What follows belongs to an exercise in optimizing a design on an open flow for small area and a short achievable clock period; a production flow would make more cautious choices. Where RTL was checked, it was by simulation tests only, not by an equivalence proof against the original. The RTL of run 1 was laid out without a check of its function.

==> flow/design.v, too long to show whole: its modules and the start of the top module <==
// module rmdo_pitch_base: 130 lines
// module rmdo_pitch_scale: 9 lines
// module rmdo_pitch_split: 142 lines
// module rmdo_pitch_rom: 9 lines
// module rmdo_note_rom: 138 lines
// module rmdo_psin: 139 lines
// module rmdo_fmul: 424 lines
// module rmdo_rmul: 66 lines
// module rmdo_smul: 86 lines
// module rmdo_core: 189 lines
// module rmdo_div_stage: 19 lines
// module rmdo_out: 21 lines
module rmdo_core (
    input  wire        clk,
    input  wire        rst,
    input  wire        tick,
    input  wire        cmd_valid,
    input  wire [31:0] cmd_word,
    output wire [7:0]  out_sample,
    output wire [31:0] result
);
  // ...
==> flow/run.sh <==
#!/bin/bash
# synth_recipe.tcl (not shown) runs the flow's synth.tcl, then flattens the netlist and writes it again
# the make line also repeats each setting of config.mk as NAME=value (left out here)
make -C /OpenROAD-flow-scripts/flow DESIGN_CONFIG=/design/flow/config.mk WORK_HOME=/design/flow/orfs CLKGATE_MAP_FILE= SYNTH_SCRIPT=/design/flow/synth_recipe.tcl finish
==> flow/config.mk <==
export PLATFORM = sky130hd
export DESIGN_NAME = rmdo_core
export DESIGN_NICKNAME = rmdo_core
export VERILOG_FILES = /design/flow/design.v
export SDC_FILE = /design/flow/constraint.sdc
export NUM_CORES = 4
export LEC_CHECK = 0
export ABC_AREA = 1
export CAP_MARGIN = 20
export CORE_MARGIN = 2
export CORE_UTILIZATION = 70
export SLEW_MARGIN = 20
export SYNTH_MEMORY_MAX_BITS = 32768
==> flow/constraint.sdc <==
create_clock -name core_clock -period 180.0 [get_ports {clk}]
set_input_delay 36.0000 -clock core_clock [delete_from_list [all_inputs] [get_ports {clk}]]
set_output_delay 36.0000 -clock core_clock [all_outputs]
set_load 0.01 [all_outputs]
==> flow_summary_export.csv, run 1 <==
group,metric,value,unit
finish,final_area,41400,µm²
timing,fin_worst_skew,0.0221,ns
cts,h-tree-depth,1,
cts,clock_path_buffers,3,
synth,yosysMostFrequentCell,"nand2_1",
hold_path,min_delay_path_depth,2,
finish,multi_input_cells,4673,
synth,muxShareOfSynthArea,0.00202,
worst_setup_path,worstSetupEndpoint,"pr[12]",
synth,synth_adder_area_share,0.267,
die,start_util,0.704,
finish,multi_input_area_share,0.737,
timing,rsz0062_at_grt,"no",
synth,synth_edf_count,26,
worst_setup_path,rrSetupSlack,145.53,ns
die,tapCellCount,756,
synth,ys_types,79,
global_route,grtUsageMet3,0.133,
synth,netlist.area_leader.share,0.135,
finish,clock_cell_area_share,0.0210,
synth,ys_seq_area_frac,0.114,
worst_setup_path,cp-startpoint,"cmd_word[0]",
die,die_x,242,µm
global_route,grt_max_degree,81,
global_route,grt_pass1_vias,41900,
worst_setup_path,cp.required,180.31,ns
finish,layout_commonest_cell,"nand2_1",
run_status,outcome,"complete, no violations",
drt,met2_length,61.5,mm
==> module rmdo_core, before the edit <==
module rmdo_core (
    input  wire        clk,
    input  wire        rst,
    input  wire        tick,
    input  wire        cmd_valid,
    input  wire [31:0] cmd_word,
    output wire [7:0]  out_sample,
    output wire [31:0] result
);
    localparam [15:0] PT_RESET = 16'd69;    
    localparam integer NQ = 9;               
    reg [15:0] lb, rb;
    reg        act, cy, sgn, pend;
    reg [15:0] pr;
    reg [10:0] pq;               
    reg [16:0] racc;
    reg [15:0] offcur, offmeas, rtarget, rstart;
    reg [8:0]  wrap, wsnap;
    reg [16:0] rremain, rtotal;
    reg        rmode;
    reg [16:0] result_r;
    assign result = {15'd0, result_r};
    wire [15:0] fin_rem [0:11-NQ];
    wire [10:0] qs;
    assign fin_rem[0] = pr;
    genvar gi;
    generate
        for (gi = 0; gi < 11 - NQ; gi = gi + 1) begin : g_fin
            rmdo_div_stage #(.I(10 - NQ - gi)) u_st (
                .rem_i(fin_rem[gi]), .t(rtotal), .rem_o(fin_rem[gi+1]), .qbit(qs[10 - NQ - gi])
            );
        end
    endgenerate
    assign qs[10:11-NQ] = pq[10:11-NQ];
    wire [15:0] rs = fin_rem[11-NQ];
    wire [15:0] qe    = {5'd0, qs};
    wire [15:0] e_opd = act ? (sgn ? ~qe : qe) : 16'd0;
    wire        e_cin = act & (sgn ^ cy);
    wire [15:0] rcur  = rb + e_opd + {15'd0, e_cin};
    wire [15:0] lph   = lb + e_opd + {15'd0, e_cin};
    wire [15:0] fph;
    rmdo_fmul u_fmul (.a(lph), .b(offcur), .y(fph));
    wire [7:0] out_v;
    rmdo_out u_out (.lph(lph), .fph(fph), .wrap(wsnap), .out(out_v));
    assign out_sample = out_v;
    wire [7:0] negwrap = (wrap[8:1] > 8'd64) ? wrap[8:1] : 8'd64;
    wire [3:0]  op    = cmd_word[31:28];
    wire [11:0] dur   = cmd_word[27:16];
    wire [15:0] v16   = cmd_word[15:0];
    wire [10:0] v11   = cmd_word[10:0];
    wire [3:0]  regno = cmd_word[3:0];
    wire z27_16 = (cmd_word[27:16] == 12'd0);
    wire z15_11 = (cmd_word[15:11] == 5'd0);
    wire z10_7  = (cmd_word[10:7]  == 4'd0);
    wire z6_4   = (cmd_word[6:4]   == 3'd0);
    wire is_sett_imm   = (op == 4'h1) && z27_16;
    wire is_sett_glide = (op == 4'h2);
    wire is_setn_imm   = (op == 4'h3) && z27_16 && z15_11 && z10_7;
    wire is_setn_glide = (op == 4'h4) && z15_11 && z10_7;
    wire is_wroff      = (op == 4'h5) && z27_16;
    wire is_wrfold     = (op == 4'h6) && z27_16 && z15_11;
    wire is_lkcode     = (op == 4'h7) && z27_16 && z15_11 && (cmd_word[10] == 1'b0);
    wire is_lknote     = (op == 4'h8) && z27_16 && z15_11 && z10_7;
    wire is_rdreg      = (op == 4'h9) && z27_16 && z15_11 && z10_7 && z6_4;
    wire is_setn  = is_setn_imm | is_setn_glide;
    wire st_en    = cmd_valid & (is_sett_imm | is_sett_glide | is_setn_imm | is_setn_glide);
    wire glide_set = cmd_valid & (is_sett_glide | is_setn_glide) & ~z27_16;
    wire imm_set   = st_en & ~glide_set;
    wire [15:0] note_val;
    rmdo_note_rom u_note (.n(cmd_word[6:0]), .data(note_val));
    wire [3:0]  c_oct;
    wire [6:0]  c_r;
    wire [15:0] code_val;
    rmdo_pitch_split u_split (.addr(cmd_word[9:0]), .oct(c_oct), .r(c_r));
    rmdo_pitch_rom   u_pitch (.oct(c_oct), .r(c_r), .data(code_val));
    wire [15:0] target = is_setn ? note_val : v16;
    wire [18:0] glide_num   = {dur, 7'd0} - {6'd0, dur, 1'b0} - {7'd0, dur} + 19'd3;
    wire [16:0] glide_ticks = glide_num[18:2];
    wire [16:0] dd   = {1'b0, target} - {1'b0, rcur};
    wire [16:0] ddn  = {1'b0, rcur} - {1'b0, target};
    wire        dneg = dd[16];
    wire [15:0] dmag = dneg ? ddn[15:0] : dd[15:0];
    wire        dzero = (target == rcur);
    wire [15:0] cmd_rem [0:NQ];
    wire [10:0] cmd_q;
    assign cmd_rem[0] = dmag;
    generate
        for (gi = 0; gi < NQ; gi = gi + 1) begin : g_cmd
            rmdo_div_stage #(.I(10 - gi)) u_st (
                .rem_i(cmd_rem[gi]), .t(glide_ticks), .rem_o(cmd_rem[gi+1]), .qbit(cmd_q[10 - gi])
            );
        end
    endgenerate
    assign cmd_q[10-NQ:0] = {(11-NQ){1'b0}};
    wire [16:0] racc_t = pend ? {1'b0, rs} : racc;
    wire [17:0] accs   = {1'b0, racc_t} + {2'b0, rs};
    wire [17:0] accd   = accs - {1'b0, rtotal};
    wire        cyn    = ~accd[17];
    wire [16:0] raccn  = cyn ? accd[16:0] : accs[16:0];
    wire [16:0] n_rremain = glide_set ? glide_ticks : imm_set ? 17'd0 : rremain;
    wire        n_dzero   = glide_set ? dzero : imm_set ? 1'b1 : (rtarget == rstart);
    wire        stop      = (n_rremain == 17'd0) | n_dzero;
    wire        step      = tick & ~stop;
    wire [15:0] n_rcur    = imm_set ? target : rcur;
    wire [9:0]  fold_c = (v11 > 11'd1023) ? 10'd1023 : v11[9:0];
    wire [9:0]  fold_w = 10'd64 + {1'b0, fold_c[9:1]};
    wire [8:0]  fold_v = (fold_w > 10'd511) ? 9'd511 : fold_w[8:0];
    wire [8:0]  n_wrap = (cmd_valid & is_wrfold) ? fold_v : wrap;
    wire [15:0] n_offmeas = (cmd_valid & is_wroff) ? v16 : offmeas;
    reg [16:0] rd_val;
    always @(*) begin
        case (regno)
            4'd0:    rd_val = {1'b0, lph};
            4'd1:    rd_val = {1'b0, fph};
            4'd2:    rd_val = {1'b0, offcur};
            4'd3:    rd_val = {1'b0, offmeas};
            4'd4:    rd_val = {8'd0, wrap};
            4'd5:    rd_val = {9'd0, negwrap};
            4'd6:    rd_val = {1'b0, rtarget};
            4'd7:    rd_val = {1'b0, rcur};
            4'd8:    rd_val = rremain;
            4'd9:    rd_val = {16'd0, rmode};
            4'd10:   rd_val = {9'd0, out_v};
            4'd11:   rd_val = {1'b0, rstart};
            4'd12:   rd_val = rtotal;
            default: rd_val = 17'd0;
        endcase
    end
    always @(posedge clk) begin
        if (rst) begin
            lb       <= 16'd0;
            rb       <= PT_RESET;
            act      <= 1'b0;
            pend     <= 1'b0;
            offcur   <= 16'd0;
            offmeas  <= 16'd0;
            rtarget  <= PT_RESET;
            rstart   <= PT_RESET;
            wrap     <= 9'd64;
            wsnap    <= 9'd64;
            rremain  <= 17'd0;
            rtotal   <= 17'd0;
            rmode    <= 1'b0;
            result_r <= 17'd0;
        end else begin
            offmeas <= n_offmeas;
            wrap    <= n_wrap;
            if (cmd_valid & (is_lkcode | is_lknote))
                result_r <= {1'b0, is_lkcode ? code_val : note_val};
            else if (cmd_valid & is_rdreg)
                result_r <= rd_val;
            if (st_en) begin
                rtarget <= target;
                rmode   <= glide_set;
                rstart  <= n_rcur;
                rtotal  <= glide_set ? glide_ticks : 17'd0;
            end
            rremain <= tick ? (stop ? 17'd0 : n_rremain - 17'd1) : n_rremain;
            lb      <= lph + (tick ? n_rcur : 16'd0);
            rb      <= n_rcur;
            act     <= step;
            if (tick) begin
                wsnap <= n_wrap;
                if (offcur < n_offmeas)
                    offcur <= offcur + 16'd1;
                else if (offcur > n_offmeas)
                    offcur <= offcur - 16'd1;
            end
            pend    <= glide_set & step;
        end
    end
    always @(posedge clk) begin
        if (glide_set) begin
            pr  <= cmd_rem[NQ];
            pq  <= cmd_q;
            sgn <= dneg;
        end
        if (glide_set) begin
            cy   <= 1'b0;
            racc <= 17'd0;
        end else if (step) begin
            cy   <= cyn;
            racc <= raccn;
        end else begin
            cy   <= 1'b0;
            racc <= racc_t;
        end
    end
endmodule
==> module rmdo_out, before the edit <==
module rmdo_out (
    input  wire [15:0] lph,
    input  wire [15:0] fph,
    input  wire [8:0]  wrap,
    output wire [7:0]  out
);
    wire [6:0] ml, mf;
    rmdo_psin u_pl (.x(lph[14:7]), .m(ml));
    rmdo_psin u_pf (.x(fph[14:7]), .m(mf));
    wire        rpol  = lph[15] ^ fph[15];
    wire [6:0]  rm;
    rmdo_rmul u_rmul (.a(ml), .b(mf), .y(rm));
    wire [7:0]  negwrap = (wrap[8:1] > 8'd64) ? wrap[8:1] : 8'd64;
    wire [8:0]  thr   = rpol ? {1'b0, negwrap} : wrap;
    wire [8:0]  s;
    rmdo_smul u_smul (.a(rm), .b(thr), .y(s));
    wire [7:0]  r     = s[7:0];
    wire        pol2  = rpol ^ s[8];
    wire [6:0]  f     = r[7] ? ~r[6:0] : r[6:0];
    assign out = pol2 ? (8'd128 - {1'b0, f}) : (8'd128 + {1'b0, f});
endmodule
==> run 2: changes to the inputs <==
--- a/flow/design.v
+++ b/flow/design.v
@@ -565,6 +565,84 @@
         endcase
     end
 endmodule
+module rmdo_psin_small (
+    input  wire [7:0] x,
+    output wire [6:0] m
+);
+    wire [6:0] y = x[7] ? ~x[6:0] : x[6:0];
+    wire [5:0] w = y[6] ? ~y[5:0] : y[5:0];
+    reg  [4:0] z;
+    always @(*) begin
+        case (w)
+            6'd0: z = 5'd0;
+            6'd1: z = 5'd0;
+            6'd2: z = 5'd1;
+            6'd3: z = 5'd2;
+            6'd4: z = 5'd3;
+            6'd5: z = 5'd4;
+            6'd6: z = 5'd5;
+            6'd7: z = 5'd6;
+            6'd8: z = 5'd7;
+            6'd9: z = 5'd8;
+            6'd10: z = 5'd9;
+            6'd11: z = 5'd9;
+            6'd12: z = 5'd10;
+            6'd13: z = 5'd11;
+            6'd14: z = 5'd12;
+            6'd15: z = 5'd13;
+            6'd16: z = 5'd13;
+            6'd17: z = 5'd14;
+            6'd18: z = 5'd15;
+            6'd19: z = 5'd16;
+            6'd20: z = 5'd16;
+            6'd21: z = 5'd17;
+            6'd22: z = 5'd18;
+            6'd23: z = 5'd18;
+            6'd24: z = 5'd19;
+            6'd25: z = 5'd19;
+            6'd26: z = 5'd20;
+            6'd27: z = 5'd21;
+            6'd28: z = 5'd21;
+            6'd29: z = 5'd22;
+            6'd30: z = 5'd22;
+            6'd31: z = 5'd23;
+            6'd32: z = 5'd23;
+            6'd33: z = 5'd24;
+            6'd34: z = 5'd24;
+            6'd35: z = 5'd25;
+            6'd36: z = 5'd25;
+            6'd37: z = 5'd26;
+            6'd38: z = 5'd26;
+            6'd39: z = 5'd26;
+            6'd40: z = 5'd27;
+            6'd41: z = 5'd27;
+            6'd42: z = 5'd27;
+            6'd43: z = 5'd28;
+            6'd44: z = 5'd28;
+            6'd45: z = 5'd28;
+            6'd46: z = 5'd29;
+            6'd47: z = 5'd29;
+            6'd48: z = 5'd29;
+            6'd49: z = 5'd29;
+            6'd50: z = 5'd30;
+            6'd51: z = 5'd30;
+            6'd52: z = 5'd30;
+            6'd53: z = 5'd30;
+            6'd54: z = 5'd30;
+            6'd55: z = 5'd30;
+            6'd56: z = 5'd31;
+            6'd57: z = 5'd31;
+            6'd58: z = 5'd31;
+            6'd59: z = 5'd31;
+            6'd60: z = 5'd31;
+            6'd61: z = 5'd31;
+            6'd62: z = 5'd31;
+            6'd63: z = 5'd31;
+            default: z = 5'd0;
+        endcase
+    end
+    assign m = y + {2'd0, z};
+endmodule
 module rmdo_fmul (input wire [15:0] a, input wire [15:0] b, output wire [15:0] y);
     wire n1 = (a[0] & b[12]) ^ (a[1] & b[11]);
     wire n2 = (a[0] & b[12]) & (a[1] & b[11]);
@@ -1160,7 +1238,6 @@
     reg [15:0] offcur, offmeas, rtarget, rstart;
     reg [8:0]  wrap, wsnap;
     reg [16:0] rremain, rtotal;
-    reg        rmode;
     reg [16:0] result_r;
     assign result = {15'd0, result_r};
     wire [15:0] fin_rem [0:11-NQ];
@@ -1262,7 +1339,7 @@
             4'd6:    rd_val = {1'b0, rtarget};
             4'd7:    rd_val = {1'b0, rcur};
             4'd8:    rd_val = rremain;
-            4'd9:    rd_val = {16'd0, rmode};
+            4'd9:    rd_val = {16'd0, rtotal != 17'd0};    
             4'd10:   rd_val = {9'd0, out_v};
             4'd11:   rd_val = {1'b0, rstart};
             4'd12:   rd_val = rtotal;
@@ -1283,7 +1360,6 @@
             wsnap    <= 9'd64;
             rremain  <= 17'd0;
             rtotal   <= 17'd0;
-            rmode    <= 1'b0;
             result_r <= 17'd0;
         end else begin
             offmeas <= n_offmeas;
@@ -1294,7 +1370,6 @@
                 result_r <= rd_val;
             if (st_en) begin
                 rtarget <= target;
-                rmode   <= glide_set;
                 rstart  <= n_rcur;
                 rtotal  <= glide_set ? glide_ticks : 17'd0;
             end
@@ -1356,7 +1431,7 @@
     output wire [7:0]  out
 );
     wire [6:0] ml, mf;
-    rmdo_psin u_pl (.x(lph[14:7]), .m(ml));
+    rmdo_psin_small u_pl (.x(lph[14:7]), .m(ml));
     rmdo_psin u_pf (.x(fph[14:7]), .m(mf));
     wire        rpol  = lph[15] ^ fph[15];
     wire [6:0]  rm;
--- a/flow/config.mk
+++ b/flow/config.mk
@@ -8,6 +8,6 @@
 export ABC_AREA = 1
 export CAP_MARGIN = 20
 export CORE_MARGIN = 2
-export CORE_UTILIZATION = 70
+export CORE_UTILIZATION = 60
 export SLEW_MARGIN = 20
 export SYNTH_MEMORY_MAX_BITS = 32768
==> run 2 against run 1 <==
Against the previous run:
- non-clock buffer count grew 19
- synthesized cell count is 2.3% lower
- die area up 15%
- still clean on timing, DRC and antenna
- worst hold slack lost 0.0011 ns
- utilization decreased by 9.8 points
- setup slack better by 1.0 ns
- count of clock-buffer cells in the layout up 4
==> flow_summary_export.csv, run 2 <==
group,metric,value,unit
die,die_height,259,µm
worst_setup_path,critPathCaptureType,"flop",
global_route,grt.overflow.total,0,
cts,clkLatencyLatePin,0.58,ns
global_route,grt_max_degree,60,
synth,synth_edf_count,26,
worst_setup_path,cp-startpoint,"cmd_word[2]",
synth,synthCells,5916,
timing,finalSetupViolCount,0,
placed_design,dpl_cell_area,40400,µm²
hold_path,hold_class,"reg2reg",
synth,ys_types,76,
finish,final_util,0.640,
finish,drive_gt1_frac,0.0462,
finish,layout_commonest_cell,"nand2_1",
finish,area_growth_syn_to_layout,5.42,%
hold_path,min_delay_path_depth,2,
cts,cts_root_buf,"clkbuf_16",
run_status,outcome,"complete, no violations",
die,core-area,64500,µm²
timing,fmax,15.9,MHz
global_route,grt_pass1_vias,38800,
timing,setup_ws,117.15,ns
worst_setup_path,cp_slowest_cell,"clkinv_1",
placed_design,hpwl,114,mm
worst_setup_path,worstPathMaxFanout,36,
finish,layout_common_cells,"1116 x nand2_1, 894 x inv_1, 676 x nor2_1, 495 x a21oi_1, 430 x o21ai_0",
global_route,antenna_found_initial,0,
drt,ant_nets,0,
cts,cts_resized,0,
drt,drt_iter0_drc,4467,
cts,cts.sinks,211,
drt,routed_via_density,6.07,
die,num_rows,93,
timing,finalSetupTns,0,ns
die,dieArea,67300,µm²
worst_setup_path,slowest_delay,0.87,ns
cts,h-tree-depth,1,
global_route,grt_pass1_wl,217,mm
die,pin_count,76,
worst_setup_path,cp_common_cell,"nand2_1",
die,start_util,0.607,
synth,ys_seq_area_frac,0.115,
drt,drt-wirelength-per-cell,20.9,µm
worst_setup_path,cp.arrival,63.17,ns
worst_setup_path,critPathKind,"in2reg",
worst_setup_path,r2r_start,"rtotal[1]",
placed_design,place_congestion,1.05,
run,maxCapViolCount,0,
finish,finalNetCount,6608,
finish,diodes,0,
synth,syn_area,39100,µm²
hold_path,holdCritStartpoint,"rtotal[12]",
cts,hold_buffers,0,
timing,rsz0062_at_grt,"no",
worst_setup_path,cp.required,180.32,ns
cts,clock_path_buffers,3,
synth,ys.flop_type,"dfxtp_1",
synth,synth_area_leaders,"fa_1 14%, ha_1 13%, nand2_1 11%",
drt,num_vias,41000,
timing,relSlewSlack,0.305,
worst_setup_path,critPathLaunchType,"input pin",
timing,fin_worst_skew,0.0216,ns
synth,synth-async-reset-ratio,0,
worst_setup_path,rrSetupSlack,146.26,ns
timing,fin_crit,62.85,ns
timing,finalMaxSlewViolations,0,
placed_design,io_buffer_count,60,
synth,synth_top_area_cell,"fa_1",
cts,cts_tree,"yes",
global_route,grtUsageTotal,0.412,
synth,synth_area_per_cell,6.61,µm²
worst_setup_path,r2r_end,"pr[15]",
drt,drt_drc_violations_left,0,
synth,netlist.area_leader.share,0.137,
synth,synth_seq_cells,211,
synth,synth_common_cells,"1116 x nand2_1, 895 x inv_1, 676 x nor2_1, 495 x a21oi_1, 430 x o21ai_0",
die,die_x,259,µm
placed_design,post-place-cells,6711,
cts,cts_setup_buffers,0,
worst_setup_path,r2r_cells,195,
timing,hold_viol,0,
drt,drtPass1Iterations,7,
cts,path_clk_slew,0.07,ns
cts,cts_buffers,26,
timing,period_share,0.349,
finish,stdcell_count,6758,
drt,drt-total-wl,141,mm
synth,yosysMostFrequentCell,"nand2_1",
finish,final_area,41300,µm²
placed_design,post-place-ws,117.08,ns
timing,tightest_slew,1.04,ns
synth,yosysWarnings,6,
worst_setup_path,worstSetupEndpoint,"pr[15]",
[run 2: worst min path at each step]
| stage | endpoint | slack, ns |
|---|---|---|
| 5_1_grt | racc[0] | 0.50 |
| 6_report | rtotal[12] | 0.47 |
| 2_1_floorplan | rtotal[10] | 0.45 |
| 3_5_place_dp | rtotal[12] | 0.46 |
| 3_3_place_gp | rtotal[10] | 0.45 |
| 4_1_cts | rtotal[12] | 0.47 |
[run 2: cell families after synthesis]
kind of cell	after synthesis	share of synthesized area
DFF	211	0.115
muxes	11	0.00281
other	1	0.0000958
and+or+nand+nor	2317	0.249
xor gates and xnor gates	240	0.0548
buffers and inverters	1128	0.113
AOI/OAI and AO/OA	1320	0.194
adders and majority gates	688	0.271
[run 2: layout make-up]
type	count	area, µm²
multi-input combinational	4591	30300
fill	6096	23200
sequential	211	4480
inverter	934	3510
tap	855	1070
timing repair buffer	120	1050
clock buffer	35	756
clock inverter	12	114
[run 2: metrics by stage]
| stage | hold WS (ns) |
|---|---|
| 6_report | 0.471 |
| 5_1_grt | 0.501 |
| 4_1_cts | 0.469 |
| 3_5_place_dp | 0.460 |
| 3_3_place_gp | 0.455 |
| 2_1_floorplan | 0.445 |
[run 2: critical path: cells and delay by family]
| kind | cells | cell delay, ns |
|---|---|---|
| XOR/XNOR | 1 | 0.14 |
| multiplexers | 1 | 0.42 |
| adder cells (fa/ha/maj) | 10 | 3.46 |
| AO/OA/AOI/OAI | 61 | 9.78 |
| AND/OR/NAND/NOR | 62 | 9.25 |
| buffers and inverters | 18 | 4.11 |
[run 2: metal layers]
| layer | wire length [µm] | track usage | share of wire | vias up |
|---|---|---|---|---|
| met5 | 0 | 0 | 0 | - |
| met4 | 9860 | 0.241 | 0.070 | 0 |
| met3 | 14300 | 0.0710 | 0.10 | 518 |
| met2 | 60000 | 0.637 | 0.42 | 2270 |
| met1 | 57100 | 0.541 | 0.40 | 19000 |
| li1 | - | - | - | 19200 |
==> module rmdo_pitch_split, before the edit <==
module rmdo_pitch_split (
    input  wire [9:0] addr,
    output wire [3:0] oct,
    output wire [6:0] r
);
    reg [7:0] t;
    always @(*) begin
        case (addr[9:3])
            7'd0: t = {4'd0, 4'd0};
            7'd1: t = {4'd0, 4'd1};
            7'd2: t = {4'd0, 4'd2};
            7'd3: t = {4'd0, 4'd3};
            7'd4: t = {4'd0, 4'd4};
            7'd5: t = {4'd0, 4'd5};
            7'd6: t = {4'd0, 4'd6};
            7'd7: t = {4'd0, 4'd7};
            7'd8: t = {4'd0, 4'd8};
            7'd9: t = {4'd0, 4'd9};
            7'd10: t = {4'd0, 4'd10};
            7'd11: t = {4'd0, 4'd11};
            7'd12: t = {4'd0, 4'd12};
            7'd13: t = {4'd0, 4'd13};
            7'd14: t = {4'd0, 4'd14};
            7'd15: t = {4'd1, 4'd0};
            7'd16: t = {4'd1, 4'd1};
            7'd17: t = {4'd1, 4'd2};
            7'd18: t = {4'd1, 4'd3};
            7'd19: t = {4'd1, 4'd4};
            7'd20: t = {4'd1, 4'd5};
            7'd21: t = {4'd1, 4'd6};
            7'd22: t = {4'd1, 4'd7};
            7'd23: t = {4'd1, 4'd8};
            7'd24: t = {4'd1, 4'd9};
            7'd25: t = {4'd1, 4'd10};
            7'd26: t = {4'd1, 4'd11};
            7'd27: t = {4'd1, 4'd12};
            7'd28: t = {4'd1, 4'd13};
            7'd29: t = {4'd1, 4'd14};
            7'd30: t = {4'd2, 4'd0};
            7'd31: t = {4'd2, 4'd1};
            7'd32: t = {4'd2, 4'd2};
            7'd33: t = {4'd2, 4'd3};
            7'd34: t = {4'd2, 4'd4};
            7'd35: t = {4'd2, 4'd5};
            7'd36: t = {4'd2, 4'd6};
            7'd37: t = {4'd2, 4'd7};
            7'd38: t = {4'd2, 4'd8};
            7'd39: t = {4'd2, 4'd9};
            7'd40: t = {4'd2, 4'd10};
            7'd41: t = {4'd2, 4'd11};
            7'd42: t = {4'd2, 4'd12};
            7'd43: t = {4'd2, 4'd13};
            7'd44: t = {4'd2, 4'd14};
            7'd45: t = {4'd3, 4'd0};
            7'd46: t = {4'd3, 4'd1};
            7'd47: t = {4'd3, 4'd2};
            7'd48: t = {4'd3, 4'd3};
            7'd49: t = {4'd3, 4'd4};
            7'd50: t = {4'd3, 4'd5};
            7'd51: t = {4'd3, 4'd6};
            7'd52: t = {4'd3, 4'd7};
            7'd53: t = {4'd3, 4'd8};
            7'd54: t = {4'd3, 4'd9};
            7'd55: t = {4'd3, 4'd10};
            7'd56: t = {4'd3, 4'd11};
            7'd57: t = {4'd3, 4'd12};
            7'd58: t = {4'd3, 4'd13};
            7'd59: t = {4'd3, 4'd14};
            7'd60: t = {4'd4, 4'd0};
            7'd61: t = {4'd4, 4'd1};
            7'd62: t = {4'd4, 4'd2};
            7'd63: t = {4'd4, 4'd3};
            7'd64: t = {4'd4, 4'd4};
            7'd65: t = {4'd4, 4'd5};
            7'd66: t = {4'd4, 4'd6};
            7'd67: t = {4'd4, 4'd7};
            7'd68: t = {4'd4, 4'd8};
            7'd69: t = {4'd4, 4'd9};
            7'd70: t = {4'd4, 4'd10};
            7'd71: t = {4'd4, 4'd11};
            7'd72: t = {4'd4, 4'd12};
            7'd73: t = {4'd4, 4'd13};
            7'd74: t = {4'd4, 4'd14};
            7'd75: t = {4'd5, 4'd0};
            7'd76: t = {4'd5, 4'd1};
            7'd77: t = {4'd5, 4'd2};
            7'd78: t = {4'd5, 4'd3};
            7'd79: t = {4'd5, 4'd4};
            7'd80: t = {4'd5, 4'd5};
            7'd81: t = {4'd5, 4'd6};
            7'd82: t = {4'd5, 4'd7};
            7'd83: t = {4'd5, 4'd8};
            7'd84: t = {4'd5, 4'd9};
            7'd85: t = {4'd5, 4'd10};
            7'd86: t = {4'd5, 4'd11};
            7'd87: t = {4'd5, 4'd12};
            7'd88: t = {4'd5, 4'd13};
            7'd89: t = {4'd5, 4'd14};
            7'd90: t = {4'd6, 4'd0};
            7'd91: t = {4'd6, 4'd1};
            7'd92: t = {4'd6, 4'd2};
            7'd93: t = {4'd6, 4'd3};
            7'd94: t = {4'd6, 4'd4};
            7'd95: t = {4'd6, 4'd5};
            7'd96: t = {4'd6, 4'd6};
            7'd97: t = {4'd6, 4'd7};
            7'd98: t = {4'd6, 4'd8};
            7'd99: t = {4'd6, 4'd9};
            7'd100: t = {4'd6, 4'd10};
            7'd101: t = {4'd6, 4'd11};
            7'd102: t = {4'd6, 4'd12};
            7'd103: t = {4'd6, 4'd13};
            7'd104: t = {4'd6, 4'd14};
            7'd105: t = {4'd7, 4'd0};
            7'd106: t = {4'd7, 4'd1};
            7'd107: t = {4'd7, 4'd2};
            7'd108: t = {4'd7, 4'd3};
            7'd109: t = {4'd7, 4'd4};
            7'd110: t = {4'd7, 4'd5};
            7'd111: t = {4'd7, 4'd6};
            7'd112: t = {4'd7, 4'd7};
            7'd113: t = {4'd7, 4'd8};
            7'd114: t = {4'd7, 4'd9};
            7'd115: t = {4'd7, 4'd10};
            7'd116: t = {4'd7, 4'd11};
            7'd117: t = {4'd7, 4'd12};
            7'd118: t = {4'd7, 4'd13};
            7'd119: t = {4'd7, 4'd14};
            7'd120: t = {4'd8, 4'd0};
            7'd121: t = {4'd8, 4'd1};
            7'd122: t = {4'd8, 4'd2};
            7'd123: t = {4'd8, 4'd3};
            7'd124: t = {4'd8, 4'd4};
            7'd125: t = {4'd8, 4'd5};
            7'd126: t = {4'd8, 4'd6};
            7'd127: t = {4'd8, 4'd7};
            default: t = 8'd0;
        endcase
    end
    assign oct = t[7:4];
    assign r   = {t[3:0], addr[2:0]};
endmodule
==> run 3: changes to the inputs <==
--- a/flow/design.v
+++ b/flow/design.v
@@ -142,142 +142,18 @@
     output wire [3:0] oct,
     output wire [6:0] r
 );
-    reg [7:0] t;
-    always @(*) begin
-        case (addr[9:3])
-            7'd0: t = {4'd0, 4'd0};
-            7'd1: t = {4'd0, 4'd1};
-            7'd2: t = {4'd0, 4'd2};
-            7'd3: t = {4'd0, 4'd3};
-            7'd4: t = {4'd0, 4'd4};
-            7'd5: t = {4'd0, 4'd5};
-            7'd6: t = {4'd0, 4'd6};
-            7'd7: t = {4'd0, 4'd7};
-            7'd8: t = {4'd0, 4'd8};
-            7'd9: t = {4'd0, 4'd9};
-            7'd10: t = {4'd0, 4'd10};
-            7'd11: t = {4'd0, 4'd11};
-            7'd12: t = {4'd0, 4'd12};
-            7'd13: t = {4'd0, 4'd13};
-            7'd14: t = {4'd0, 4'd14};
-            7'd15: t = {4'd1, 4'd0};
-            7'd16: t = {4'd1, 4'd1};
-            7'd17: t = {4'd1, 4'd2};
-            7'd18: t = {4'd1, 4'd3};
-            7'd19: t = {4'd1, 4'd4};
-            7'd20: t = {4'd1, 4'd5};
-            7'd21: t = {4'd1, 4'd6};
-            7'd22: t = {4'd1, 4'd7};
-            7'd23: t = {4'd1, 4'd8};
-            7'd24: t = {4'd1, 4'd9};
-            7'd25: t = {4'd1, 4'd10};
-            7'd26: t = {4'd1, 4'd11};
-            7'd27: t = {4'd1, 4'd12};
-            7'd28: t = {4'd1, 4'd13};
-            7'd29: t = {4'd1, 4'd14};
-            7'd30: t = {4'd2, 4'd0};
-            7'd31: t = {4'd2, 4'd1};
-            7'd32: t = {4'd2, 4'd2};
-            7'd33: t = {4'd2, 4'd3};
-            7'd34: t = {4'd2, 4'd4};
-            7'd35: t = {4'd2, 4'd5};
-            7'd36: t = {4'd2, 4'd6};
-            7'd37: t = {4'd2, 4'd7};
-            7'd38: t = {4'd2, 4'd8};
-            7'd39: t = {4'd2, 4'd9};
-            7'd40: t = {4'd2, 4'd10};
-            7'd41: t = {4'd2, 4'd11};
-            7'd42: t = {4'd2, 4'd12};
-            7'd43: t = {4'd2, 4'd13};
-            7'd44: t = {4'd2, 4'd14};
-            7'd45: t = {4'd3, 4'd0};
-            7'd46: t = {4'd3, 4'd1};
-            7'd47: t = {4'd3, 4'd2};
-            7'd48: t = {4'd3, 4'd3};
-            7'd49: t = {4'd3, 4'd4};
-            7'd50: t = {4'd3, 4'd5};
-            7'd51: t = {4'd3, 4'd6};
-            7'd52: t = {4'd3, 4'd7};
-            7'd53: t = {4'd3, 4'd8};
-            7'd54: t = {4'd3, 4'd9};
-            7'd55: t = {4'd3, 4'd10};
-            7'd56: t = {4'd3, 4'd11};
-            7'd57: t = {4'd3, 4'd12};
-            7'd58: t = {4'd3, 4'd13};
-            7'd59: t = {4'd3, 4'd14};
-            7'd60: t = {4'd4, 4'd0};
-            7'd61: t = {4'd4, 4'd1};
-            7'd62: t = {4'd4, 4'd2};
-            7'd63: t = {4'd4, 4'd3};
-            7'd64: t = {4'd4, 4'd4};
-            7'd65: t = {4'd4, 4'd5};
-            7'd66: t = {4'd4, 4'd6};
-            7'd67: t = {4'd4, 4'd7};
-            7'd68: t = {4'd4, 4'd8};
-            7'd69: t = {4'd4, 4'd9};
-            7'd70: t = {4'd4, 4'd10};
-            7'd71: t = {4'd4, 4'd11};
-            7'd72: t = {4'd4, 4'd12};
-            7'd73: t = {4'd4, 4'd13};
-            7'd74: t = {4'd4, 4'd14};
-            7'd75: t = {4'd5, 4'd0};
-            7'd76: t = {4'd5, 4'd1};
-            7'd77: t = {4'd5, 4'd2};
-            7'd78: t = {4'd5, 4'd3};
-            7'd79: t = {4'd5, 4'd4};
-            7'd80: t = {4'd5, 4'd5};
-            7'd81: t = {4'd5, 4'd6};
-            7'd82: t = {4'd5, 4'd7};
-            7'd83: t = {4'd5, 4'd8};
-            7'd84: t = {4'd5, 4'd9};
-            7'd85: t = {4'd5, 4'd10};
-            7'd86: t = {4'd5, 4'd11};
-            7'd87: t = {4'd5, 4'd12};
-            7'd88: t = {4'd5, 4'd13};
-            7'd89: t = {4'd5, 4'd14};
-            7'd90: t = {4'd6, 4'd0};
-            7'd91: t = {4'd6, 4'd1};
-            7'd92: t = {4'd6, 4'd2};
-            7'd93: t = {4'd6, 4'd3};
-            7'd94: t = {4'd6, 4'd4};
-            7'd95: t = {4'd6, 4'd5};
-            7'd96: t = {4'd6, 4'd6};
-            7'd97: t = {4'd6, 4'd7};
-            7'd98: t = {4'd6, 4'd8};
-            7'd99: t = {4'd6, 4'd9};
-            7'd100: t = {4'd6, 4'd10};
-            7'd101: t = {4'd6, 4'd11};
-            7'd102: t = {4'd6, 4'd12};
-            7'd103: t = {4'd6, 4'd13};
-            7'd104: t = {4'd6, 4'd14};
-            7'd105: t = {4'd7, 4'd0};
-            7'd106: t = {4'd7, 4'd1};
-            7'd107: t = {4'd7, 4'd2};
-            7'd108: t = {4'd7, 4'd3};
-            7'd109: t = {4'd7, 4'd4};
-            7'd110: t = {4'd7, 4'd5};
-            7'd111: t = {4'd7, 4'd6};
-            7'd112: t = {4'd7, 4'd7};
-            7'd113: t = {4'd7, 4'd8};
-            7'd114: t = {4'd7, 4'd9};
-            7'd115: t = {4'd7, 4'd10};
-            7'd116: t = {4'd7, 4'd11};
-            7'd117: t = {4'd7, 4'd12};
-            7'd118: t = {4'd7, 4'd13};
-            7'd119: t = {4'd7, 4'd14};
-            7'd120: t = {4'd8, 4'd0};
-            7'd121: t = {4'd8, 4'd1};
-            7'd122: t = {4'd8, 4'd2};
-            7'd123: t = {4'd8, 4'd3};
-            7'd124: t = {4'd8, 4'd4};
-            7'd125: t = {4'd8, 4'd5};
-            7'd126: t = {4'd8, 4'd6};
-            7'd127: t = {4'd8, 4'd7};
-            default: t = 8'd0;
-        endcase
-    end
-    assign oct = t[7:4];
-    assign r   = {t[3:0], addr[2:0]};
+    wire [6:0] a = addr[9:3];
+    wire [7:0] ge;
+    genvar i;
+    generate
+        for (i = 1; i <= 8; i = i + 1) begin : g_cmp
+            assign ge[i-1] = (a >= 7'd15 * i);
+        end
+    endgenerate
+    assign oct = {ge[7], ge[3] & ~ge[7], (ge[1] & ~ge[3]) | (ge[5] & ~ge[7]),
+                  (ge[0] & ~ge[1]) | (ge[2] & ~ge[3]) | (ge[4] & ~ge[5]) | (ge[6] & ~ge[7])};
+    wire [3:0] rp = a[3:0] + oct;
+    assign r = {rp, addr[2:0]};
 endmodule
 module rmdo_pitch_rom (
     input  wire [3:0]  oct,
--- a/flow/config.mk
+++ b/flow/config.mk
@@ -6,8 +6,8 @@
 export NUM_CORES = 4
 export LEC_CHECK = 0
 export ABC_AREA = 1
-export CAP_MARGIN = 20
+export CAP_MARGIN = 90
 export CORE_MARGIN = 2
 export CORE_UTILIZATION = 60
-export SLEW_MARGIN = 20
+export SLEW_MARGIN = 90
 export SYNTH_MEMORY_MAX_BITS = 32768
==> run 3 against run 2 <==
Against the previous run:
- the run now fails in 3_5_place_dp
- synthesized area decreased by 1.8%
- synthesized cell count shrank 1.7%
==> flow_summary_export.csv, run 3 <==
group,metric,value,unit
synth,synth_seq_cells,211,
synth,synth_edf_count,26,
synth,ys.flop_type,"dfxtp_1",
run_status,error_line,"[ERROR DPL-0038] Utilization greater than 100%, impossible to legalize",
synth,synthCells,5818,
die,start_util,0.608,
die,die_x,257,µm
synth,syn_area,38400,µm²
run_status,outcome,"aborted with a tool error",
die,num_rows,92,
synth,synth-async-reset-ratio,0,
synth,ys_seq_area_frac,0.117,
synth,netlist.area_leader.share,0.140,
die,pin_count,76,
synth,synth_common_cells,"1094 x nand2_1, 931 x inv_1, 650 x nor2_1, 481 x a21oi_1, 411 x ha_1",
die,die_height,257,µm
synth,yosysWarnings,5,
synth,ys_types,72,
synth,synth_area_per_cell,6.61,µm²
synth,synth_top_area_cell,"fa_1",
run_status,failed_stage,"3_5_place_dp",
placed_design,place_congestion,1.09,
placed_design,io_buffer_count,60,
synth,synth_area_leaders,"fa_1 14%, ha_1 13%, nand2_1 11%",
synth,yosysMostFrequentCell,"nand2_1",
[run 3: worst max-delay path by stage]
stage,from,to,cells after the start
after global placement,cmd_word[2],pr[2],149
after floorplan,cmd_word[25],pr[12],150
[run 3: cell families after synthesis]
kind of cell | count (synthesis) | share of synthesized area
adder cells (fa/ha/maj) | 679 | 0.273
XOR/XNOR | 252 | 0.0578
multiplexers | 8 | 0.00208
other | 1 | 0.0000975
AND/OR/NAND/NOR | 2241 | 0.243
flip-flops | 211 | 0.117
buffers and inverters | 1149 | 0.115
AO/OA/AOI/OAI | 1277 | 0.192
[run 3: through the flow]
| step | cells | area [µm²] | hold WS (ns) | setup slack (ns) |
|---|---|---|---|---|
| after floorplan | 5832 | 38500 | 0.443 | 122.93 |
| after global placement | 6606 | 39700 | 0.453 | 118.32 |
==> run 4: changes to the inputs <==
--- a/flow/config.mk
+++ b/flow/config.mk
@@ -6,8 +6,8 @@
 export NUM_CORES = 4
 export LEC_CHECK = 0
 export ABC_AREA = 1
-export CAP_MARGIN = 90
+export CAP_MARGIN = 40
 export CORE_MARGIN = 2
 export CORE_UTILIZATION = 60
-export SLEW_MARGIN = 90
+export SLEW_MARGIN = 40
 export SYNTH_MEMORY_MAX_BITS = 32768
==> run 4 against run 3 <==
Against the previous run:
- synthesized cell count did not move
- synthesized area did not move
- now clean on timing, DRC and antenna
==> flow_summary_export.csv, run 4 <==
group,metric,value,unit
run_status,outcome,"complete, no violations",
synth,synth_area_leaders,"fa_1 14%, ha_1 13%, nand2_1 11%",
synth,yosysMostFrequentCell,"nand2_1",
cts,path_clk_slew,0.06,ns
cts,cts_buffers,24,
worst_setup_path,rrSetupSlack,146.00,ns
cts,cts_setup_buffers,0,
global_route,antenna_found_initial,3,
worst_setup_path,cp.required,180.29,ns
timing,hold_viol,0,
finish,finalNetCount,6504,
die,dieArea,66100,µm²
timing,fin_crit,62.63,ns
timing,tightest_slew,0.888,ns
global_route,grt_pass1_vias,37700,
timing,finalSetupTns,0,ns
hold_path,min_delay_path_depth,2,
placed_design,hpwl,106,mm
global_route,grt_pass1_wl,207,mm
global_route,grtUsageTotal,0.395,
synth,synth_common_cells,"1094 x nand2_1, 931 x inv_1, 650 x nor2_1, 481 x a21oi_1, 411 x ha_1",
cts,cts_tree,"yes",
worst_setup_path,cp_common_cell,"nand2_1",
drt,routed_via_density,5.97,
die,pin_count,76,
die,die_x,257,µm
timing,period_share,0.348,
worst_setup_path,critPathKind,"in2reg",
timing,rsz0062_at_grt,"no",
synth,synth_top_area_cell,"fa_1",
worst_setup_path,critPathCaptureType,"flop",
placed_design,post-place-cells,6606,
die,die_height,257,µm
worst_setup_path,cp_slowest_cell,"nor2_1",
finish,stdcell_count,6652,
finish,drive_gt1_frac,0.0400,
synth,syn_area,38400,µm²
cts,cts.sinks,211,
drt,ant_nets,0,
synth,ys_seq_area_frac,0.117,
timing,relSlewSlack,0.404,
synth,yosysWarnings,5,
drt,drt-total-wl,133,mm
die,num_rows,92,
worst_setup_path,r2r_cells,201,
synth,ys.flop_type,"dfxtp_1",
worst_setup_path,r2r_end,"pr[7]",
cts,clkLatencyLatePin,0.55,ns
worst_setup_path,cp-startpoint,"cmd_word[2]",
finish,area_growth_syn_to_layout,5.72,%
timing,fin_worst_skew,0.0168,ns
timing,finalMaxSlewViolations,0,
drt,drt_iter0_drc,4170,
die,core-area,63200,µm²
hold_path,hold_class,"reg2reg",
worst_setup_path,critPathLaunchType,"input pin",
synth,netlist.area_leader.share,0.140,
drt,drt_drc_violations_left,0,
cts,cts_resized,0,
worst_setup_path,slowest_delay,0.58,ns
worst_setup_path,r2r_start,"rtotal[1]",
cts,cts_root_buf,"clkbuf_16",
placed_design,io_buffer_count,60,
synth,synth_edf_count,26,
drt,num_vias,39700,
timing,fin_hold_ws,0.466,ns
finish,layout_common_cells,"1093 x nand2_1, 928 x inv_1, 648 x nor2_1, 481 x a21oi_1, 411 x ha_1",
synth,synth_seq_cells,211,
placed_design,place_congestion,1.09,
cts,clock_path_buffers,3,
drt,drt-wirelength-per-cell,20.0,µm
finish,diodes,0,
timing,finalSetupViolCount,0,
global_route,grt_max_degree,61,
cts,hold_buffers,0,
finish,layout_commonest_cell,"nand2_1",
run,maxCapViolCount,0,
worst_setup_path,critPathBufInv,20,
drt,drtPass1Iterations,8,
worst_setup_path,worstPathMaxFanout,35,
synth,synth-async-reset-ratio,0,
timing,fmax,16.0,MHz
die,start_util,0.608,
global_route,grt.overflow.total,0,
worst_setup_path,cp.arrival,62.92,ns
synth,synth_area_per_cell,6.61,µm²
cts,h-tree-depth,1,
synth,synthCells,5818,
synth,ys_types,72,
worst_setup_path,cp_top_family,"compound AO/OA/AOI/OAI gates",
hold_path,min_to,"rtotal[8]",
hold_path,holdCritStartpoint,"rtotal[8]",
[run 4: layout make-up]
type,instances,area [µm²]
inverters,973,3650
fillers,5993,22600
flip-flops and latches,211,4480
multi-input cells,4472,29600
clock inverters,9,139
well taps,846,1060
clock buffers,34,699
repair buffers,107,967
[run 4: kinds of logic (layout without fill, tap and decap cells)]
| group | Yosys count | count (layout) | share of synthesized area |
|---|---|---|---|
| fa+ha+maj | 679 | 679 | 0.273 |
| buf+inv | 1149 | 1123 | 0.115 |
| other cells | 1 | 15 | 0.0000975 |
| simple gates | 2241 | 2241 | 0.243 |
| mux | 8 | 8 | 0.00208 |
| flops | 211 | 211 | 0.117 |
| compound gates | 1277 | 1277 | 0.192 |
| xor+xnor | 252 | 252 | 0.0578 |
[run 4: how the worst max path moves through the flow]
| stage | end | cells after the start | slack, ns |
|---|---|---|---|
| floorplan | pr[12] | 150 | 122.93 |
| global placement | pr[2] | 149 | 118.32 |
| detailed placement | pr[2] | 149 | 117.47 |
| CTS | out_sample[2] | 113 | 117.42 |
| global route | pr[7] | 153 | 114.66 |
| finish | pr[7] | 150 | 117.37 |
[run 4: per-layer routing]
metal | wire length [µm] | global-route usage | part of all wire
met1 | 53200 | 0.504 | 0.40
met5 | 15 | 0 | 0.00011
met4 | 8910 | 0.215 | 0.067
met3 | 13100 | 0.0752 | 0.099
met2 | 57600 | 0.630 | 0.43
[run 4: stage by stage]
stage | util | instance area [µm²] | worst slack (ns)
after floorplan | - | 38500 | 122.93
after global placement | 0.629 | 39700 | 118.32
after detailed placement | 0.629 | 39700 | 117.47
after CTS | 0.642 | 40600 | 117.42
after global routing | 0.643 | 40600 | 114.66
final | 0.643 | 40600 | 117.37
[run 4: worst min-delay path, cell delays in order (launching register included)]
cell	delay, ns
dfxtp_1	0.31
nand2_1	0.06
a21oi_1	0.06
==> run 5: changes to the inputs <==
--- a/flow/config.mk
+++ b/flow/config.mk
@@ -6,8 +6,8 @@
 export NUM_CORES = 4
 export LEC_CHECK = 0
 export ABC_AREA = 1
-export CAP_MARGIN = 40
+export CAP_MARGIN = 20
 export CORE_MARGIN = 2
 export CORE_UTILIZATION = 60
-export SLEW_MARGIN = 40
+export SLEW_MARGIN = 20
 export SYNTH_MEMORY_MAX_BITS = 32768
==> run 5 against run 4 <==
Against the previous run:
- cell area is essentially flat
- still clean on timing, DRC and antenna
- flip-flop and latch count is the same
- sequential share of layout area is essentially flat
- non-clock buffer count shrank 3
- setup slack lost 0.37 ns
==> flow_summary_export.csv, run 5 <==
group,metric,value,unit
die,die_height,257,µm
die,dieArea,66100,µm²
global_route,grt_pass1_vias,37600,
worst_setup_path,cp.required,144.00,ns
cts,cts_tree,"yes",
run,maxCapViolCount,0,
timing,finalSetupTns,0,ns
worst_setup_path,r2r_start,"rtotal[1]",
synth,synth_seq_cells,211,
synth,synth_common_cells,"1094 x nand2_1, 931 x inv_1, 650 x nor2_1, 481 x a21oi_1, 411 x ha_1",
cts,hold_buffers,0,
timing,relSlewSlack,0.182,
run_status,outcome,"complete, no violations",
finish,drive_gt1_frac,0.0386,
timing,finalSetupViolCount,0,
cts,cts_resized,0,
timing,period_share,0.350,
drt,drt_iter0_drc,4202,
placed_design,hpwl,106,mm
global_route,antenna_found_initial,2,
global_route,grt.overflow.total,0,
drt,drtPass1Iterations,8,
hold_path,holdCritStartpoint,"rtotal[8]",
die,core-area,63200,µm²
cts,cts_buffers,26,
synth,synthCells,5818,
synth,synth-async-reset-ratio,0,
placed_design,place_congestion,1.09,
finish,layout_common_cells,"1094 x nand2_1, 930 x inv_1, 650 x nor2_1, 481 x a21oi_1, 411 x ha_1",
worst_setup_path,worstPathMaxFanout,31,
timing,setup_ws,117.00,ns
cts,cts_root_buf,"clkbuf_16",
timing,finalMaxSlewViolations,0,
global_route,grt_max_degree,61,
synth,ys_seq_area_frac,0.117,
hold_path,hold_class,"reg2reg",
timing,hold_viol,0,
drt,drt_drc_violations_left,0,
synth,yosysWarnings,5,
synth,syn_area,38400,µm²
synth,synth_area_per_cell,6.61,µm²
die,pin_count,76,
synth,synth_top_area_cell,"fa_1",
worst_setup_path,cp_common_cell,"nand2_1",
synth,netlist.area_leader.share,0.140,
worst_setup_path,critPathLaunchType,"flop",
cts,cts_setup_buffers,0,
drt,drt-total-wl,133,mm
worst_setup_path,critPathKind,"reg2out",
drt,routed_via_density,5.98,
finish,final_util,0.643,
finish,finalNetCount,6503,
finish,layout_commonest_cell,"nand2_1",
die,die_x,257,µm
finish,nFillCells,6009,
timing,rsz0062_at_grt,"no",
drt,drt-wirelength-per-cell,20.0,µm
global_route,grt_pass1_wl,208,mm
cts,cts.sinks,211,
drt,num_vias,39800,
finish,area_growth_syn_to_layout,5.67,%
timing,fmax,15.9,MHz
worst_setup_path,cp_slowest_cell,"clkinv_1",
die,num_rows,92,
synth,synth_edf_count,26,
cts,clock_path_buffers,3,
cts,h-tree-depth,1,
worst_setup_path,critPathCaptureType,"output port",
timing,tightest_slew,1.21,ns
die,start_util,0.608,
timing,fin_crit,63.00,ns
global_route,grtUsageTotal,0.396,
timing,fin_worst_skew,0.0231,ns
synth,yosysMostFrequentCell,"nand2_1",
worst_setup_path,cp.arrival,27.00,ns
cts,clkLatencyLatePin,0.58,ns
timing,fin_hold_ws,0.467,ns
cts,path_clk_slew,0.06,ns
finish,diodes,0,
placed_design,io_buffer_count,60,
synth,synth_area_leaders,"fa_1 14%, ha_1 13%, nand2_1 11%",
worst_setup_path,slowest_delay,0.97,ns
worst_setup_path,cp-startpoint,"rtotal[1]",
synth,ys_types,72,
placed_design,post-place-ws,117.49,ns
synth,ys.flop_type,"dfxtp_1",
drt,ant_nets,0,
==> run 5: cell types whose count changed in the layout (fill, tap and decap cells not counted), moves of 2 or more <==
cell,before,now
o21ai_1,45,37
clkbuf_16,25,27
inv_1,928,930
clkbuf_8,4,2
nor2_2,10,8
inv_6,0,2
buf_8,2,0
o21ai_0,379,387
nor2_1,648,650
clkinv_1,23,21
==> run 5: metal layers <==
metal | GRT usage | vias to the layer above | share of wire
li1 | - | 18900 | -
met1 | 0.514 | 18400 | 0.40
met2 | 0.630 | 2044 | 0.44
met3 | 0.0687 | 442 | 0.098
met4 | 0.213 | 4 | 0.063
met5 | 0 | - | 0.00021
==> run 5: area by class of cell <==
class,count,area [µm²],area share
clock buffer,35,726,0.0179
clock inverter,10,171,0.00422
inverter,973,3650,0.0900
multi-input combinational,4472,29600,0.729
sequential,211,4480,0.110
tap,846,1060,0.0261
timing repair buffer,104,926,0.0228
==> run 5: kinds of logic after synthesis <==
logic type,Yosys count,synth area share
adders and majority gates,679,0.273
xor gates and xnor gates,252,0.0578
AOI/OAI and AO/OA,1277,0.192
DFF,211,0.117
and+or+nand+nor,2241,0.243
buffers and inverters,1149,0.115
muxes,8,0.00208
other,1,0.0000975
==> run 5: path summary, 6_finish.rpt <==
path,to,slack [ns],cells after the start
hold / removal,rtotal[8],0.47,2
setup reg to reg,pr[2],145.77,199
hold reg to reg,rtotal[8],0.47,2
setup / recovery,out_sample[2],117.00,111
==> run 5: critical path: cells and delay by family (launching register included) <==
| family | cells | cell delay (ns) |
|---|---|---|
| AOI/OAI and AO/OA | 34 | 6.71 |
| buffers and inverters | 16 | 3.14 |
| and+or+nand+nor | 37 | 5.42 |
| adders and majority gates | 22 | 9.77 |
| DFF | 1 | 0.40 |
| xor gates and xnor gates | 2 | 0.88 |
==> run 5: through the flow <==
stage | instances | area, µm²
floorplan | 5832 | 38500
global placement | 6606 | 39700
detailed placement | 6606 | 39700
CTS | 6651 | 40600
global route | 6651 | 40600
finish | 6651 | 40600
==> run 6: changes to the inputs <==
--- a/flow/config.mk
+++ b/flow/config.mk
@@ -6,8 +6,8 @@
 export NUM_CORES = 4
 export LEC_CHECK = 0
 export ABC_AREA = 1
-export CAP_MARGIN = 20
+export CAP_MARGIN = 75
 export CORE_MARGIN = 2
-export CORE_UTILIZATION = 60
-export SLEW_MARGIN = 20
+export CORE_UTILIZATION = 55
+export SLEW_MARGIN = 75
 export SYNTH_MEMORY_MAX_BITS = 32768
==> run 6 against run 5 <==
Against the previous run:
- synthesized area unchanged
- flip-flop and latch count unchanged
- global-route usage decreased by 1.9 points
- die area increased by 8.9%
- register-to-register slack improved by 2.1 ns
- sequential share of layout area decreased by 0.41 points
- utilization decreased by 2.8 points
- critical path depth increased by 6
- via count decreased by 1.3%
- maximum frequency increased by 3.3%
- worst hold slack improved by 0.0083 ns
- critical path type unchanged
- largest cell class unchanged
==> flow_summary_export.csv, run 6 <==
group,metric,value,unit
synth,ys_types,72,
worst_setup_path,cp_common_cell,"nand2_1",
finish,diodes,0,
worst_setup_path,cp_slowest_cell,"clkdlybuf4s50_1",
run,maxCapViolCount,0,
drt,drtPass1Iterations,8,
drt,drt-wirelength-per-cell,20.2,µm
timing,fin_crit,60.97,ns
worst_setup_path,critPathKind,"reg2out",
finish,area_growth_syn_to_layout,10.2,%
synth,synth_top_family_by_area,"adder cells",
die,die_height,268,µm
synth,synth-async-reset-ratio,0,
worst_setup_path,critPathLaunchType,"flop",
global_route,grtUsageTotal,0.377,
finish,layout_commonest_cell,"nand2_1",
synth,yosysWarnings,5,
die,core-area,68900,µm²
drt,routed_via_density,5.80,
worst_setup_path,critPathCaptureType,"output port",
global_route,grt_max_degree,53,
die,die_x,268,µm
cts,cts_resized,0,
synth,synth-xor-area-share,0.0578,
synth,muxShareOfSynthArea,0.00208,
synth,synth_edf_count,26,
drt,drt-total-wl,137,mm
synth,yosysMostFrequentCell,"nand2_1",
cts,clock_path_buffers,3,
die,pin_count,76,
die,dieArea,72000,µm²
synth,synth_top_area_cell,"fa_1",
drt,num_vias,39300,
hold_path,min_to,"rstart[2]",
worst_setup_path,slowest_delay,0.61,ns
timing,finalMaxSlewViolations,0,
synth,synth_common_cells,"1094 x nand2_1, 931 x inv_1, 650 x nor2_1, 481 x a21oi_1, 411 x ha_1",
global_route,grt_pass1_wl,212,mm
cts,clkLatencyLatePin,0.55,ns
cts,cts_tree,"yes",
synth,ys.flop_type,"dfxtp_1",
global_route,grt.overflow.total,0,
hold_path,min_delay_path_depth,2,
worst_setup_path,r2r_cells,201,
synth,synth_area_leaders,"fa_1 14%, ha_1 13%, nand2_1 11%",
cts,cts_buffers,25,
cts,h-tree-depth,1,
worst_setup_path,rrSetupSlack,147.83,ns
synth,netlist.area_leader.share,0.140,
cts,cts.sinks,211,
worst_setup_path,cp.arrival,24.97,ns
finish,layout_common_cells,"1079 x nand2_1, 887 x inv_1, 630 x nor2_1, 468 x a21oi_1, 411 x ha_1",
timing,finalSetupTns,0,ns
timing,fmax,16.4,MHz
global_route,grt_pass1_vias,37500,
cts,cts_setup_buffers,0,
hold_path,hold_class,"reg2reg",
timing,finalSetupViolCount,0,
worst_setup_path,worstPathMaxFanout,31,
drt,drt_iter0_drc,3534,
synth,synth_area_per_cell,6.61,µm²
synth,syn_area,38400,µm²
finish,finalNetCount,6531,
synth,synthCells,5818,
timing,rsz0062_at_grt,"no",
timing,period_share,0.339,
run_status,outcome,"complete, no violations",
hold_path,holdCritStartpoint,"rstart[2]",
cts,hold_buffers,0,
worst_setup_path,cp.required,144.00,ns
finish,drive_gt1_frac,0.0855,
drt,ant_nets,0,
timing,fin_worst_skew,0.0135,ns
worst_setup_path,r2r_end,"pr[2]",
placed_design,place_congestion,1.06,
synth,ys_seq_area_frac,0.117,
worst_setup_path,r2r_start,"rtotal[2]",
finish,stdcell_count,6766,
die,num_rows,96,
synth,synth_compound_area_frac,0.192,
synth,synth_adder_area_share,0.273,
placed_design,post-place-cells,6719,
synth,synth_seq_cells,211,
synth,yosys.area_share.simple,0.243,
placed_design,dpl_cell_area,41200,µm²
cts,cts_root_buf,"clkbuf_16",
die,start_util,0.558,
cts,path_clk_slew,0.06,ns
global_route,antenna_found_initial,3,
finish,final_area,42400,µm²
placed_design,hpwl,111,mm
placed_design,io_buffer_count,60,
drt,drt_drc_violations_left,0,
timing,hold_viol,0,
## run 6: cell counts after synthesis
Identical to the previous run, type by type.
## run 6: worst max path at each step
stage,startpoint,to,cells after the start
2_1_floorplan,cmd_word[25],pr[12],150
3_3_place_gp,cmd_word[23],pr[2],150
3_5_place_dp,cmd_word[24],pr[2],152
4_1_cts,pr[3],out_sample[2],113
5_1_grt,cmd_word[23],pr[15],153
6_report,rtotal[2],out_sample[2],117
## run 6: layout make-up
class                   count  area (µm²)
flip-flops and latches    211        4500
well taps                 931        1160
clock inverters            11         126
repair buffers            133        1160
fillers                  6751       26600
inverters                 973        3730
multi-input cells        4472       31000
clock buffers              35         733
## run 6: layer usage
layer / up-vias / wire length [µm] / track usage
met5: - / 21 / 0
met4: 4 / 8180 / 0.193
met3: 379 / 11600 / 0.0581
met2: 1714 / 60900 / 0.610
met1: 18200 / 56200 / 0.489
li1: 18900 / - / -
## run 6: per-stage QoR
| stage | util | setup WS [ns] | hold WS [ns] |
|---|---|---|---|
| global placement | 0.578 | 117.47 | 0.454 |
| finish | 0.615 | 119.03 | 0.475 |
| floorplan | - | 122.93 | 0.443 |
| CTS | 0.611 | 118.99 | 0.477 |
| detailed placement | 0.598 | 118.58 | 0.464 |
| global route | 0.615 | 116.54 | 0.502 |
## run 6: logic make-up (layout without fill, tap and decap cells)
group	count (synthesis)	after routing
multiplexers	8	8
AND/OR/NAND/NOR	2241	2241
flip-flops	211	211
buffers and inverters	1149	1152
other	1	15
adder cells (fa/ha/maj)	679	679
XOR/XNOR	252	252
AO/OA/AOI/OAI	1277	1277
## run 6: critical path, delay by kind of cell, from the launching register on
family,cells,cell delay (ns)
compound gates,38,6.08
xor+xnor,1,0.32
fa+ha+maj,23,10.18
buf+inv,17,2.69
flops,1,0.37
simple gates,38,4.74
==> run 7: changes to the inputs <==
--- a/flow/config.mk
+++ b/flow/config.mk
@@ -6,8 +6,9 @@
 export NUM_CORES = 4
 export LEC_CHECK = 0
 export ABC_AREA = 1
-export CAP_MARGIN = 75
+export CAP_MARGIN = 60
 export CORE_MARGIN = 2
-export CORE_UTILIZATION = 55
-export SLEW_MARGIN = 75
+export CORE_UTILIZATION = 50
+export PLACE_DENSITY = 0.75
+export SLEW_MARGIN = 60
 export SYNTH_MEMORY_MAX_BITS = 32768
==> run 7 against run 6 <==
Against the previous run:
- critical path depth is 34 higher
- synthesized cell count did not move
- synthesized area unchanged
- die area up 9.8%
- worst hold slack worse by 0.012 ns
- non-clock buffer count decreased by 25
- routed wire length is 2.2% lower
- via count is 1.7% higher
- critical endpoint is now pr[2]
- highest routed layer unchanged
==> flow_summary_export.csv, run 7 <==
group,metric,value,unit
die,die_x,281,µm
placed_design,dpl_cell_area,40100,µm²
die,core-area,76100,µm²
synth,synth-async-reset-ratio,0,
drt,routed_via_density,5.83,
finish,ff_latch_area,4480,µm²
placed_design,place_congestion,1.04,
drt,drt-total-wl,134,mm
finish,nFillCells,7610,
timing,finalSetupViolCount,0,
worst_setup_path,worstPathMaxFanout,22,
drt,num_vias,39900,
hold_path,min_delay_path_depth,2,
timing,period_share,0.344,
drt,drt-wirelength-per-cell,19.6,µm
synth,synth_top_area_cell,"fa_1",
worst_setup_path,critPathKind,"in2reg",
cts,hold_buffers,0,
timing,fmax,16.1,MHz
run_status,outcome,"complete, no violations",
cts,clock_path_buffers,3,
worst_setup_path,cp_common_cell,"nand2_1",
finish,layout_common_cells,"1084 x nand2_1, 911 x inv_1, 643 x nor2_1, 479 x a21oi_1, 411 x ha_1",
finish,area_growth_syn_to_layout,6.85,%
global_route,grt_max_degree,56,
placed_design,hpwl,107,mm
global_route,grtUsageTotal,0.334,
drt,drt_drc_violations_left,0,
drt,ant_nets,0,
finish,drive_gt1_frac,0.0507,
run,maxCapViolCount,0,
worst_setup_path,r2r_cells,192,
die,start_util,0.505,
timing,finalMaxSlewViolations,0,
die,pin_count,76,
cts,cts_setup_buffers,0,
worst_setup_path,cp-startpoint,"cmd_word[0]",
worst_setup_path,cp.required,180.32,ns
global_route,grt.overflow.total,0,
die,die_height,281,µm
hold_path,hold_class,"reg2reg",
worst_setup_path,r2r_end,"pr[2]",
die,dieArea,79100,µm²
timing,hold_viol,0,
worst_setup_path,worstSetupEndpoint,"pr[2]",
synth,synth_area_leaders,"fa_1 14%, ha_1 13%, nand2_1 11%",
finish,layout_commonest_cell,"nand2_1",
timing,finalSetupTns,0,ns
timing,fin_worst_skew,0.0239,ns
synth,netlist.area_leader.share,0.140,
die,num_rows,101,
synth,ys_seq_area_frac,0.117,
cts,clkLatencyLatePin,0.59,ns
finish,multi_input_comb_area,29800,µm²
synth,synth_seq_cells,211,
cts,h-tree-depth,1,
synth,ys_types,72,
timing,rsz0062_at_grt,"no",
placed_design,post-place-cells,6790,
cts,cts_buffers,28,
worst_setup_path,slowest_delay,0.83,ns
synth,synth_common_cells,"1094 x nand2_1, 931 x inv_1, 650 x nor2_1, 481 x a21oi_1, 411 x ha_1",
worst_setup_path,cp.arrival,62.28,ns
finish,final_area,41100,µm²
timing,fin_crit,61.95,ns
timing,relSlewSlack,0.584,
cts,cts.sinks,211,
global_route,antenna_found_initial,3,
synth,synthCells,5818,
worst_setup_path,critPathLaunchType,"input pin",
cts,path_clk_slew,0.07,ns
placed_design,io_buffer_count,60,
drt,drtPass1Iterations,7,
synth,yosysWarnings,5,
synth,yosysMostFrequentCell,"nand2_1",
finish,final_util,0.540,
worst_setup_path,rrSetupSlack,147.08,ns
synth,synth_edf_count,26,
synth,synth_area_per_cell,6.61,µm²
global_route,grt_pass1_vias,38100,
cts,cts_root_buf,"clkbuf_16",
finish,finalNetCount,6509,
cts,cts_tree,"yes",
timing,tightest_slew,0.625,ns
global_route,grt_pass1_wl,209,mm
worst_setup_path,r2r_start,"rtotal[1]",
synth,syn_area,38400,µm²
cts,cts_resized,0,
synth,ys.flop_type,"dfxtp_1",
finish,stdcell_count,6847,
worst_setup_path,critPathCaptureType,"flop",
drt,drt_iter0_drc,3681,
worst_setup_path,cp_slowest_cell,"clkdlybuf4s50_1",
-- run 7: cell count changes in the layout (fill, tap and decap cells not counted), moves of 12 or more --
cell	before	now
buf_2	21	3
dfxtp_1	173	185
inv_1	887	911
inv_4	20	4
nor2_1	630	643
o21ai_0	318	369
o21ai_1	84	50
xor2_1	135	166
xor2_2	26	6
-- run 7: how the worst min path moves through the flow --
stage | startpoint | endpoint | slack [ns]
after floorplan | rstart[2] | rstart[2] | 0.44
after CTS | rtotal[9] | rtotal[9] | 0.46
after detailed placement | rtotal[9] | rtotal[9] | 0.46
final | rtotal[9] | rtotal[9] | 0.46
after global placement | rtotal[8] | rtotal[8] | 0.45
after global routing | rtotal[8] | rtotal[8] | 0.49
-- run 7: worst max-delay path: cells and delay by family --
family	cells	cell delay (ns)
AO/OA/AOI/OAI	59	8.99
AND/OR/NAND/NOR	56	7.52
adder cells (fa/ha/maj)	13	4.74
buffers and inverters	19	4.08
multiplexers	3	0.70
XOR/XNOR	1	0.16
-- run 7: through the flow --
stage	worst slack [ns]	hold WS [ns]
detailed placement	116.84	0.456
CTS	117.37	0.465
floorplan	122.93	0.443
global route	115.31	0.492
global placement	117.10	0.453
finish	118.05	0.464
-- run 7: area by class of cell --
cell class	instances	share of cell area
clock buffer	35	0.0179
antenna	1	0.0000609
multi-input combinational	4472	0.726
sequential	211	0.109
inverter	973	0.0890
tap	1030	0.0314
timing repair buffer	108	0.0234
clock inverter	17	0.00308
-- run 7: layer usage --
metal | wire length (µm) | track usage | share of wire
met1 | 53300 | 0.419 | 0.40
met2 | 60500 | 0.551 | 0.45
met3 | 12500 | 0.0628 | 0.093
met4 | 7620 | 0.163 | 0.057
met5 | 30 | 0 | 0.00022
-- run 7: kinds of logic after synthesis --
logic type,count (synthesis),share of synthesized area
multiplexers,8,0.00208
AO/OA/AOI/OAI,1277,0.192
buffers and inverters,1149,0.115
adder cells (fa/ha/maj),679,0.273
AND/OR/NAND/NOR,2241,0.243
XOR/XNOR,252,0.0578
other,1,0.0000975
flip-flops,211,0.117

-- static timing again, ports no longer ideal --
In the flow no input, the clock included, has a driving cell. The finished layouts below were timed again as built, in two steps. Step 1 (the two cells are an assumption about what drives the block):
set clk [get_ports {clk}]
set_driving_cell -lib_cell sky130_fd_sc_hd__clkbuf_16 $clk
set_driving_cell -lib_cell sky130_fd_sc_hd__buf_2 [delete_from_list [all_inputs] $clk]
Step 2 also shifts input and output timing later by t, the mid clock arrival at the registers, as if the neighbouring blocks saw the same clock. Three values: no drivers, after step 1, after step 2; two values: the first two.
| run | t (ns) | slack for setup (ns) | cell pins on the clock port's net |
|---|---|---|---|
| run 1 | 0.629 | 116.151 / 116.197 / 115.569 | 1 |
| run 2 | 0.631 | 117.150 / 117.191 / 116.560 | 1 |
| run 4 | 0.603 | 117.371 / 117.400 / 116.798 | 1 |
| run 5 | 0.625 | 117.001 / 116.942 / 117.033 | 1 |
| run 6 | 0.601 | 119.033 / 118.976 / 118.799 | 1 |
| run 7 | 0.637 | 118.046 / 118.082 / 117.445 | 1 |
After both steps setup and hold are still met in every run listed. The setup slack of run 7, which loses most, moves by +0.036 ns with the drivers and by -0.601 ns with both steps.
